From an optimization exercise on the open Yosys and OpenROAD flow, aimed at small area, a short achievable clock period and few clock cycles per item; shortcuts taken in it are not production practice.
At most, simulation tests tie the RTL to the original design; equivalence was not proved.

==> xenon <==
Design smolbit_arith, start of the top module:
module smolbit_arith (
    input  wire        clk,
    input  wire        rst,
    input  wire        in_valid,
    output wire        in_ready,
    input  wire [2:0]  in_mode,
    input  wire [31:0] in_a,
    input  wire [31:0] in_b,
    output reg         out_valid,
    output wire [31:0] out_result
);
    localparam integer R  = 8;           
    localparam integer ND = 32 / R;      
    localparam integer DW = 2;           
    localparam integer SM = R - 1;       
    localparam [2:0] M_ADD = 3'd0, M_SUB = 3'd1, M_MUL = 3'd2, M_DIV = 3'd3,
                     M_MOV = 3'd4, M_LDI = 3'd5, M_POW = 3'd6, M_ROOT = 3'd7;
    localparam [2:0] S_IDLE  = 3'd0,
                     S_FAST  = 3'd1,   
                     S_MUL   = 3'd2,   
                     S_DALN  = 3'd3,   
                     S_DSUB  = 3'd4,   
                     S_RSET  = 3'd6,   
                     S_RMUL  = 3'd7;   
    reg [2:0]    st;
    reg [31:0]   u, v, acc;
    reg [32:0]   x;
    reg [R-1:0]  dq;          
    reg          cin;         
    reg          afirst;      
    reg          useu;        
  ...
make LEC_CHECK=0 CAP_MARGIN=20 CORE_MARGIN=2 CORE_UTILIZATION=40 SETUP_SLACK_MARGIN=3.0 SLEW_MARGIN=20 finish   # period 8.0 ns
run.sh (not shown) runs the stock make flow with config.mk's settings and CLKGATE_MAP_FILE= SYNTH_SCRIPT=/design/flow/synth_recipe.tcl, a recipe that flattens the netlist after the stock synthesis.
==> inputs of violet, as changes to xenon <==
--- a/flow/design.v
+++ b/flow/design.v
@@ -529,21 +529,23 @@
     reg          ispow;
     reg          ph;          
     reg [1:0]    nb;          
     reg [2:0]    e;           
     reg [4:0]    deg;         
-    reg [3:0]    kc;          
+    reg [4:0]    la;          
     reg [5:0]    sd;          
     reg [DW-1:0] di;          
     reg [4:0]    cnt;         
     reg [3:0]    j;           
     reg          s32;         
     reg          cpl;         
-    reg          spec, pchk, big, ovl, pc, ovf;
+    reg          rfirst, spec, pchk, big, ovl, pc;
+    wire         ovf;         
     assign out_result = acc;
     reg         ainv;
-    wire [32:0] addend = (useu ? {s32, u} : (afirst ? 33'd0 : {1'b0, acc})) ^ {33{ainv}};
+    reg         sacc;         
+    wire [32:0] addend = (({s32, u} & {33{useu}}) | ({1'b0, acc} & {33{sacc}})) ^ {33{ainv}};
     wire [32:0] mac;
     smolbit_mul #(.R(R)) u_mac (.a(addend), .x(x), .d(dq), .cin(cin), .mac(mac));
     wire [15:0] ohj  = 16'd1 << j;
     wire [15:0] cand = v[15:0] | ohj;                        
     wire [31:0] mpl  = (st == S_RMUL) ? {16'd0, cand} : (msel ? u : v);
@@ -552,28 +554,32 @@
     wire         sq    = ispow & msel;                       
     wire         last  = sq ? (di == {1'b0, lastd != 2'd0}) : (di == lastd);
     wire [DW-1:0] din  = last ? 2'd0 : di + 2'd1;
     wire [R-1:0] dnext = mpl[din*R +: R];
     wire        agtu = acc > u;
+    wire [3:0]  k0;
+    smolbit_div u_k (.l(la), .v(deg), .k(k0));
     wire        ok    = ~ovf & ~agtu;                        
-    wire        rsl   = (st == S_RSET);                      
+    wire        rsf   = (st == S_RSET) &  rfirst;            
+    wire        rsl   = (st == S_RSET) & ~rfirst;            
     wire        rchk  = (st == S_RMUL) & (di == 0);
     wire        fix   = rchk & spec & ok;                    
     wire        abt   = rchk & pchk & ~ok;                   
     wire        lastm = (st == S_RMUL) & ~fix & ~abt & last & (cnt == 5'd1);
-    wire [15:0] rn    = v[15:0] | (fix ? (ohj << 1) : 16'd0) | ((rsl & ok) ? ohj : 16'd0);
-    wire [3:0]  jn    = fix ? j : j - 4'd1;
+    wire [15:0] rn    = (rsf ? 16'd0 : v[15:0]) | (rsf ? (16'd1 << k0) : 16'd0) |
+                        (fix ? (ohj << 1) : 16'd0) | ((rsl & ok) ? ohj : 16'd0);
+    wire [3:0]  jn    = rsf ? k0 - 4'd1 : (fix ? j : j - 4'd1);
     wire [15:0] candn = rn | (16'd1 << jn);
-    wire        rdone = rsl | (abt & (j == 4'd0));
-    wire        rnext = fix | ((abt | lastm) & (j != 4'd0));
+    wire        rdone = rsf ? (la < deg) : (rsl | (abt & (j == 4'd0)));
+    wire        rnext = (rsf & ~rdone) | fix | ((abt | lastm) & (j != 4'd0));
     wire [4:0]  lx;
     smolbit_log2 u_lx (.w(x[31:0]), .l(lx));
-    wire [5:0]  lsum   = {1'b0, lx} + {2'b00, kc};
+    wire [5:0]  lsum   = {1'b0, lx} + {2'b00, k0};
     wire        big_n  = (di == 0) ? (lsum == 6'd31) : big;
     wire        ovl_n  = (di == 0) ? lsum[5] : ovl;
     wire        pc_n   = (di == 0) ? mac[32] : (mac[32] ^ pc);
-    wire        ovfn   = ovl_n | (big_n & pc_n);
+    assign      ovf    = ovl | (big & pc);
     function automatic [2:0] dsh(input [5:0] s);
         dsh = (s > SM) ? SM[2:0] : s[2:0];
     endfunction
     wire        cpln = ~(cpl ^ s32);          
     wire        qbit = cpln ^ ~mac[32];       
@@ -593,14 +599,10 @@
     wire swap = (in_b[31:16] != 16'd0) & (in_a[31:16] == 16'd0);
     wire [4:0] la_in, lb_in;
     smolbit_log2 u_la (.w(in_a), .l(la_in));
     smolbit_log2 u_lb (.w(in_b), .l(lb_in));
     wire [5:0] sd_in = {1'b0, la_in} - {1'b0, lb_in};
-    wire [3:0]  k_in;
-    smolbit_div u_k (.l(la_in), .v(in_b[4:0]), .k(k_in));
-    wire [15:0] rn_in    = 16'd1 << k_in;
-    wire [15:0] cand_in  = rn_in | (rn_in >> 1);
     wire b_zero = (in_b == 32'd0);
     wire b_one  = (in_b == 32'd1);
     wire b_ge16 = (in_b[31:4] != 28'd0);
     wire b_ge32 = (in_b[31:5] != 27'd0);
     wire a_zero = (in_a == 32'd0);
@@ -713,18 +715,16 @@
                     msel_n = 1'b1;
                     dq_n = in_a[R-1:0];
                 end
             end
             M_ROOT: begin
-                xs = X_CAND;
-                v_en = 1'b1;
                 if (b_zero || a_zero) dq_n = 0;
                 else if (b_one)  begin dq_n = 0; useu_n = 1'b1; end
-                else if (b_ge32 || k_in == 4'd0) begin dq_n = 0; cin_n = 1'b1; end
+                else if (b_ge32) begin dq_n = 0; cin_n = 1'b1; end
                 else begin
-                    st_n = S_RMUL;
-                    dq_n = cand_in[R-1:0];
+                    st_n = S_RSET;
+                    v_en = 1'b1;
                 end
             end
             default: ;    
             endcase
         end
@@ -735,16 +735,16 @@
     always @* begin
         case (xs)
         X_SHL:   x_n = {x[32-R:0], {R{1'b0}}};
         X_SQ2:   x_n = {x[24:17], 1'b0, x[16:9], 16'd0};
         X_SHR:   x_n = {1'b0, x[32:1]};
-        X_CAND:  x_n = {17'd0, accept ? cand_in : candn};
+        X_CAND:  x_n = {17'd0, candn};
         default: x_n = xld;
         endcase
     end
-    wire [31:0] v_n = accept ? ((in_mode == M_POW)  ? in_a :
-                                (in_mode == M_ROOT) ? {16'd0, rn_in} : in_b)
+    wire        vroot0 = accept & (in_mode == M_ROOT);
+    wire [31:0] v_n = accept ? ((in_mode == M_POW) ? in_a : (vroot0 ? 32'd0 : in_b))
                              : {16'd0, rn};
     reg [31:0] acc_n;
     always @* begin
         case (as)
         A_ZERO:  acc_n = 32'd0;
@@ -759,10 +759,11 @@
         if (xs != 3'd0) x   <= x_n;
         if (acc_en)     acc <= acc_n;
         dq     <= dq_n;
         afirst <= afirst_n;
         useu   <= useu_n;
+        sacc   <= ~useu_n & ~afirst_n;
         cin    <= cin_n;
         ainv   <= ~rst & (st_n == S_DSUB) & ~(st == S_DSUB ? mac[32] : 1'b0);
         msel   <= msel_n;
         if (rst) begin
             st        <= S_IDLE;
@@ -785,26 +786,25 @@
             s32 <= mac[32];
             cpl <= cpln;
             cnt <= cnt - 5'd1;
         end
         S_RSET, S_RMUL: begin
+            rfirst <= 1'b0;
             big <= big_n;
             ovl <= ovl_n;
             pc  <= pc_n;
             if (rnext) begin
                 j    <= jn;
                 cnt  <= deg - 5'd1;
                 di   <= 0;
                 pchk <= 1'b0;
                 spec <= lastm;                
-                if (lastm) ovf <= ovfn;
             end else if (st == S_RMUL) begin
                 spec <= 1'b0;
                 if (last) begin
                     di   <= 0;
                     pchk <= 1'b1;
-                    ovf  <= ovfn;
                     cnt  <= cnt - 5'd1;
                 end else begin
                     di <= di + 1'b1;
                 end
             end
@@ -812,17 +812,17 @@
         default: ;
         endcase
         if (accept) begin
             di  <= 0;
             ph  <= 1'b0;
-            cnt <= (in_mode == M_ROOT) ? in_b[4:0] - 5'd1 : 5'd0;
+            cnt <= 5'd0;
             s32 <= 1'b0;
             cpl <= 1'b0;
             sd  <= sd_in;
+            la  <= la_in;
             deg <= in_b[4:0];
-            kc  <= k_in;
-            j   <= k_in - 4'd1;
+            rfirst <= 1'b1;
             spec   <= 1'b0;
             pchk   <= 1'b0;
             ispow <= (in_mode == M_POW);
             if (in_b[3]) begin
                 nb <= 2'd3; e <= in_b[2:0];
SETUP_SLACK_MARGIN = 2.0   (was 3.0)
==> flow_metrics.py <==
metrics = {
    "status": {
        "status": "finished clean",
    },
    "synthesis": {
        "synth_seq_cells": 193,
        "synthAdderAreaFrac": 0.220,
    },
    "routing": {
        "wl_met2_mm": 44.7,
    },
    "critical_path": {
        "reg2reg_slack_ns": 2.02,
        "cp.depth": 19,
        "worstPathMaxFanout": 13,
    },
    "timing": {
        "worstMarginPinSlew_ns": 1.10,
        "finalCritPeriodShare": 0.747,
    },
    "cts": {
        "clock-sinks": 193,
        "cts_setup_buffers": 27,
    },
}
The numbers above come from violet.

==> flow_metrics.py <==
metrics = {
    "status": {
        "status": "finished clean",
    },
    "timing": {
        "worstMarginPinSlew_ns": 1.25,
        "worst_slack_ns": 1.59,
        "finalCritPeriodShare": 0.801,
        "hold_viol_final": 0,
    },
    "cts": {
        "cts_setup_buffers": 129,
        "clock-sinks": 187,
    },
    "finish": {
        "regArea_um2": 5410,
    },
    "synthesis": {
        "synth_seq_cells": 187,
    },
    "routing": {
        "wl_met2_mm": 49.3,
    },
    "die": {
        "core_region_area_um2": 60100,
    },
    "critical_path": {
        "worstPathMaxFanout": 6,
        "reg2reg_slack_ns": 1.59,
    },
}
The numbers above come from xenon.

Testbench counts of xenon, summed over its fixed seeds: cycles 13,077, ops 3,200.
Testbench counts of violet, summed over its fixed seeds: cycles 13,349, ops 3,200.

========
==> trial 16: inputs <==
==> flow/design.v <==
module smolbit_mul #(parameter R = 8) (
    input  wire [31:0]   a,
    input  wire [31:0]   x,
    input  wire [R-1:0]  d,
    input  wire          inv,
    output wire [32+R:0] mac
);
    wire [31:0] xi = x ^ {32{inv}};
    assign mac = {{(R+1){1'b0}}, a} + xi * d + {{(32+R){1'b0}}, inv};
endmodule
module smolbit_div (
    input  wire [31:0] u,
    input  wire [4:0]  v,
    output wire [3:0]  k
);
    reg [4:0] l;
    integer i;
    always @* begin
        l = 5'd0;
        for (i = 0; i < 32; i = i + 1)
            if (u[i]) l = i[4:0];
    end
    wire [4:0] q = l / v;
    assign k = q[3:0];
endmodule
module smolbit_arith (
    input  wire        clk,
    input  wire        rst,
    input  wire        in_valid,
    output wire        in_ready,
    input  wire [2:0]  in_mode,
    input  wire [31:0] in_a,
    input  wire [31:0] in_b,
    output reg         out_valid,
    output wire [31:0] out_result
);
    localparam integer R  = 4;           
    localparam integer ND = 32 / R;      
    localparam integer DW = (ND > 4) ? 3 : 2;
    localparam [2:0] M_ADD = 3'd0, M_SUB = 3'd1, M_MUL = 3'd2, M_DIV = 3'd3,
                     M_MOV = 3'd4, M_LDI = 3'd5, M_POW = 3'd6, M_ROOT = 3'd7;
    localparam [2:0] S_IDLE  = 3'd0,
                     S_FAST  = 3'd1,   
                     S_MUL   = 3'd2,   
                     S_DALN  = 3'd3,   
                     S_DSUB  = 3'd4,   
                     S_RINIT = 3'd5,   
                     S_RSET  = 3'd6,   
                     S_RMUL  = 3'd7;   
    reg [2:0]    st;
    reg [31:0]   u, v, x, acc;
    reg          afirst;      
    reg          useu;        
    reg          subf;        
    reg          ispow;
    reg          ph;          
    reg [1:0]    nb;          
    reg [2:0]    e;           
    reg [4:0]    deg;         
    reg [DW-1:0] di;          
    reg [4:0]    cnt;         
    reg [3:0]    j;           
    reg          sgn;         
    reg          tval, tfail, pchk, xlost, ovf;
    assign out_result = acc;
    wire [31:0] addend = useu ? u : (afirst ? 32'd0 : acc);
    wire [31:0] vm = (st == S_RMUL) ? {16'd0, v[15:0]} : v;
    reg  [DW-1:0] lastd;
    integer t;
    always @* begin
        lastd = {DW{1'b0}};
        for (t = 1; t < ND; t = t + 1)
            if (vm[t*R +: R] != {R{1'b0}}) lastd = t[DW-1:0];
    end
    wire         last  = (di == lastd);
    wire [R-1:0] digit = v >> (di * R);
    reg  [R-1:0] d;
    reg          inv;
    always @* begin
        case (st)
        S_MUL, S_RMUL: begin d = digit; inv = 1'b0; end
        S_DSUB:        begin d = 1;     inv = ~sgn; end
        default:       begin d = 1;     inv = subf; end
        endcase
    end
    wire [32+R:0] mac;
    smolbit_mul #(.R(R)) u_mac (.a(addend), .x(x), .d(d), .inv(inv), .mac(mac));
    wire        xgtu = x > u;
    wire [3:0]  k0;
    smolbit_div u_k (.u(u), .v(deg), .k(k0));
    wire        pass  = tval & ~tfail & ~ovf & ~xgtu;
    wire [15:0] rn    = pass ? v[15:0] : v[31:16];
    wire [3:0]  jm    = j - 4'd1;
    wire [15:0] candn = rn | (16'd1 << jm);
    wire        ovfn  = ovf | (mac[32+R:32] != 0) | (xlost & (digit != 0));
    wire        sgnn  = sgn ^ inv ^ mac[32];
    reg fin;
    always @* begin
        case (st)
        S_FAST:  fin = 1'b1;
        S_MUL:   fin = last & (~ispow | ((ph | ~e[2]) & (nb == 2'd1)));
        S_DSUB:  fin = (cnt == 5'd0);
        S_RSET:  fin = (j == 4'd0);
        default: fin = 1'b0;
        endcase
    end
    assign in_ready = (st == S_IDLE) | fin;
    wire accept = in_valid & in_ready;
    function automatic [DW:0] ndig(input [31:0] w);
        integer i;
        begin
            ndig = 0;
            for (i = 0; i < ND; i = i + 1)
                if (w[i*R +: R] != {R{1'b0}}) ndig = i + 1;
        end
    endfunction
    wire swap = ndig(in_a) < ndig(in_b);
    wire b_zero = (in_b == 32'd0);
    wire b_one  = (in_b == 32'd1);
    wire b_ge16 = (in_b[31:4] != 28'd0);
    wire b_ge32 = (in_b[31:5] != 27'd0);
    wire a_zero = (in_a == 32'd0);
    always @(posedge clk) begin
        out_valid <= 1'b0;
        if (rst) begin
            st <= S_IDLE;
        end else begin
            out_valid <= fin;
            case (st)
            S_FAST: begin
                acc <= mac[31:0];
            end
            S_MUL: begin
                acc    <= mac[31:0];
                afirst <= 1'b0;
                if (!last) begin
                    x  <= x << R;
                    di <= di + 1'b1;
                end else if (ispow) begin
                    di     <= 0;
                    afirst <= 1'b1;
                    x      <= mac[31:0];
                    if (!ph && e[2]) begin
                        v  <= u;
                        ph <= 1'b1;
                    end else begin
                        v  <= mac[31:0];
                        ph <= 1'b0;
                        e  <= {e[1:0], 1'b0};
                        nb <= nb - 2'd1;
                    end
                end
            end
            S_DALN: begin
                acc <= 32'd0;
                if (!xgtu && !x[31]) begin
                    x   <= x << 1;
                    cnt <= cnt + 5'd1;
                end else begin
                    st  <= S_DSUB;
                end
            end
            S_DSUB: begin
                u   <= mac[31:0];
                sgn <= sgnn;
                acc <= {acc[30:0], ~sgnn};
                x   <= x >> 1;
                cnt <= cnt - 5'd1;
            end
            S_RINIT: begin
                v[31:16] <= 16'd1 << k0;
                j        <= k0;
                tval     <= 1'b0;
                st       <= S_RSET;
            end
            S_RSET: begin
                if (j == 4'd0) begin
                    acc <= {16'd0, rn};
                end else begin
                    v      <= {rn, candn};
                    x      <= {16'd0, candn};
                    j      <= jm;
                    cnt    <= deg - 5'd1;
                    tval   <= 1'b1;
                    tfail  <= 1'b0;
                    pchk   <= 1'b0;
                    afirst <= 1'b1;
                    di     <= 0;
                    xlost  <= 1'b0;
                    ovf    <= 1'b0;
                    st     <= S_RMUL;
                end
            end
            S_RMUL: begin
                acc    <= mac[31:0];
                afirst <= 1'b0;
                if (di == 0 && pchk && (ovf || xgtu)) begin
                    tfail <= 1'b1;
                    st    <= S_RSET;
                end else if (last) begin
                    x <= mac[31:0];
                    ovf <= ovfn;
                    if (cnt == 5'd1) begin
                        st <= S_RSET;
                    end else begin
                        cnt    <= cnt - 5'd1;
                        afirst <= 1'b1;
                        pchk   <= 1'b1;
                        di     <= 0;
                        xlost  <= 1'b0;
                    end
                end else begin
                    x     <= x << R;
                    di    <= di + 1'b1;
                    ovf   <= ovfn;
                    xlost <= xlost | (x[31:32-R] != 0);
                end
            end
            default: ;
            endcase
            if (fin)
                st <= S_IDLE;
            if (accept) begin
                u      <= in_a;
                afirst <= 1'b1;
                di     <= 0;
                subf   <= 1'b0;
                useu   <= 1'b0;
                ispow  <= 1'b0;
                st     <= S_FAST;
                x      <= in_b;
                case (in_mode)
                M_ADD: useu <= 1'b1;
                M_SUB: begin useu <= 1'b1; subf <= 1'b1; end
                M_MUL: begin
                    st <= S_MUL;
                    x  <= swap ? in_b : in_a;
                    v  <= swap ? in_a : in_b;
                end
                M_DIV: begin
                    if (b_zero) begin
                        x <= 32'd0;
                    end else begin
                        st   <= S_DALN;
                        useu <= 1'b1;
                        sgn  <= 1'b0;
                        cnt  <= 5'd0;
                    end
                end
                M_POW: begin
                    if (b_ge16)      x <= 32'd0;
                    else if (b_zero) x <= 32'd1;
                    else if (b_one)  x <= in_a;
                    else begin
                        st    <= S_MUL;
                        ispow <= 1'b1;
                        ph    <= 1'b0;
                        x     <= in_a;
                        v     <= in_a;
                        if (in_b[3]) begin
                            nb <= 2'd3; e <= in_b[2:0];
                        end else if (in_b[2]) begin
                            nb <= 2'd2; e <= {in_b[1:0], 1'b0};
                        end else begin
                            nb <= 2'd1; e <= {in_b[0], 2'b00};
                        end
                    end
                end
                M_ROOT: begin
                    if (b_zero || a_zero) x <= 32'd0;
                    else if (b_one)       x <= in_a;
                    else if (b_ge32)      x <= 32'd1;
                    else begin
                        st  <= S_RINIT;
                        deg <= in_b[4:0];
                    end
                end
                default: ;    
                endcase
            end
        end
    end
endmodule
==> flow/run.sh <==
#!/bin/bash
# synth_recipe.tcl (not shown) runs the flow's synth.tcl, then flattens the netlist and writes it again
# the make line also repeats each setting of config.mk as NAME=value (left out here)
make -C /OpenROAD-flow-scripts/flow DESIGN_CONFIG=/design/flow/config.mk WORK_HOME=/design/flow/orfs CLKGATE_MAP_FILE= SYNTH_SCRIPT=/design/flow/synth_recipe.tcl finish
==> flow/config.mk <==
export PLATFORM = sky130hd
export DESIGN_NAME = smolbit_arith
export DESIGN_NICKNAME = smolbit_arith
export VERILOG_FILES = /design/flow/design.v
export SDC_FILE = /design/flow/constraint.sdc
export NUM_CORES = 4
export LEC_CHECK = 0
export CAP_MARGIN = 20
export CORE_MARGIN = 2
export CORE_UTILIZATION = 40
export SLEW_MARGIN = 20
==> flow/constraint.sdc <==
create_clock -name core_clock -period 8.0 [get_ports {clk}]
set_input_delay 1.6000 -clock core_clock [delete_from_list [all_inputs] [get_ports {clk}]]
set_output_delay 1.6000 -clock core_clock [all_outputs]
set_load 0.01 [all_outputs]
==> inputs of build 71, as changes to trial 16 <==
--- a/flow/design.v
+++ b/flow/design.v
@@ -36,3 +36,3 @@
 );
-    localparam integer R  = 4;           
+    localparam integer R  = 8;           
     localparam integer ND = 32 / R;      
==> results.txt <==
metric	build 71	trial 16
Status	finished with violations	finished clean
Violated checks	negative setup slack	-
Reg-to-reg setup timing slack	-0.19 ns	0.33 ns
Die Span X	247 um	224 um
Reg2reg start	st[2]$_SDFFE_PP0P_	di[0]$_SDFFCE_PP0P_
Largest stage delay on the critical path	0.55 ns	0.56 ns
Synth Area in Compound Gates	0.235	0.282
Maximum fanout along the worst path	7	19
Dpl hpwl	87000 um	70100 um
Routed wire length on met3	11000 um	9760 um
Destination of the critical timing path	ovf$_SDFFCE_PN0P_	x[28]$_DFFE_PP_
Logic depth of the worst setup path including buffers	40	30
Net count, final	3606	2758
Worst hold endpoint	acc[30]$_DFFE_PP_	acc[31]$_DFFE_PP_
Pre-CTS setup slack	-0.572 ns	0.0254 ns
Post-Synth Adder-Cell Area	0.236	0.151
Required time worst endpoint	8.21 ns	8.19 ns
Length of the first detailed-routing pass in iterations	8	7
Met3 track demand over resource	0.0736	0.0647
Tot GR Track Use	0.358	0.354
Well-tap cell count	765	615
Parity-gate share of the synthesized area counting xor and xnor cells	0.0516	0.0464
Met1 track demand over resource	0.451	0.488
Share of post-route cells with drive strength above 1	0.227	0.104
Function was not checked in any run of this note: the RTL went through the layout flow alone.

## afterwards: timing with drivers on the ports
No port has a modelled driver above. Below, the same layouts with a new extraction and two added sets of constraints. Step 1 (the two cells are an assumption about what drives the block):
set clk [get_ports {clk}]
set_driving_cell -lib_cell sky130_fd_sc_hd__clkbuf_16 $clk
set_driving_cell -lib_cell sky130_fd_sc_hd__buf_2 [delete_from_list [all_inputs] $clk]
Step 2 times the ports against the registers' clock, not the clock port: input delays grow and output delays shrink by t, the midpoint of the rising clock arrivals with the driver on. Three values: no drivers, after step 1, after step 2; two values: the first two.
run	t (ns)	setup WS [ns]	latest minus earliest clock arrival (ns)	slew at the worst register clock pin (ns)	worst slew at a driven data input, ns
xenon	0.530	1.593 / 1.593 / 1.593	0.015 / 0.015	0.09 / 0.09	0.06
violet	0.543	2.025 / 2.025 / 1.650	0.012 / 0.012	0.08 / 0.08	0.06
trial 16	0.518	0.328 / 0.328 / 0.328	0.016 / 0.017	0.08 / 0.08	0.05
build 71	0.512	-0.194 / -0.194 / -0.194	0.014 / 0.014	0.07 / 0.07	0.05
For violet, which loses most, drivers alone change the setup slack by 0.000 ns; drivers and shift together by -0.375 ns.
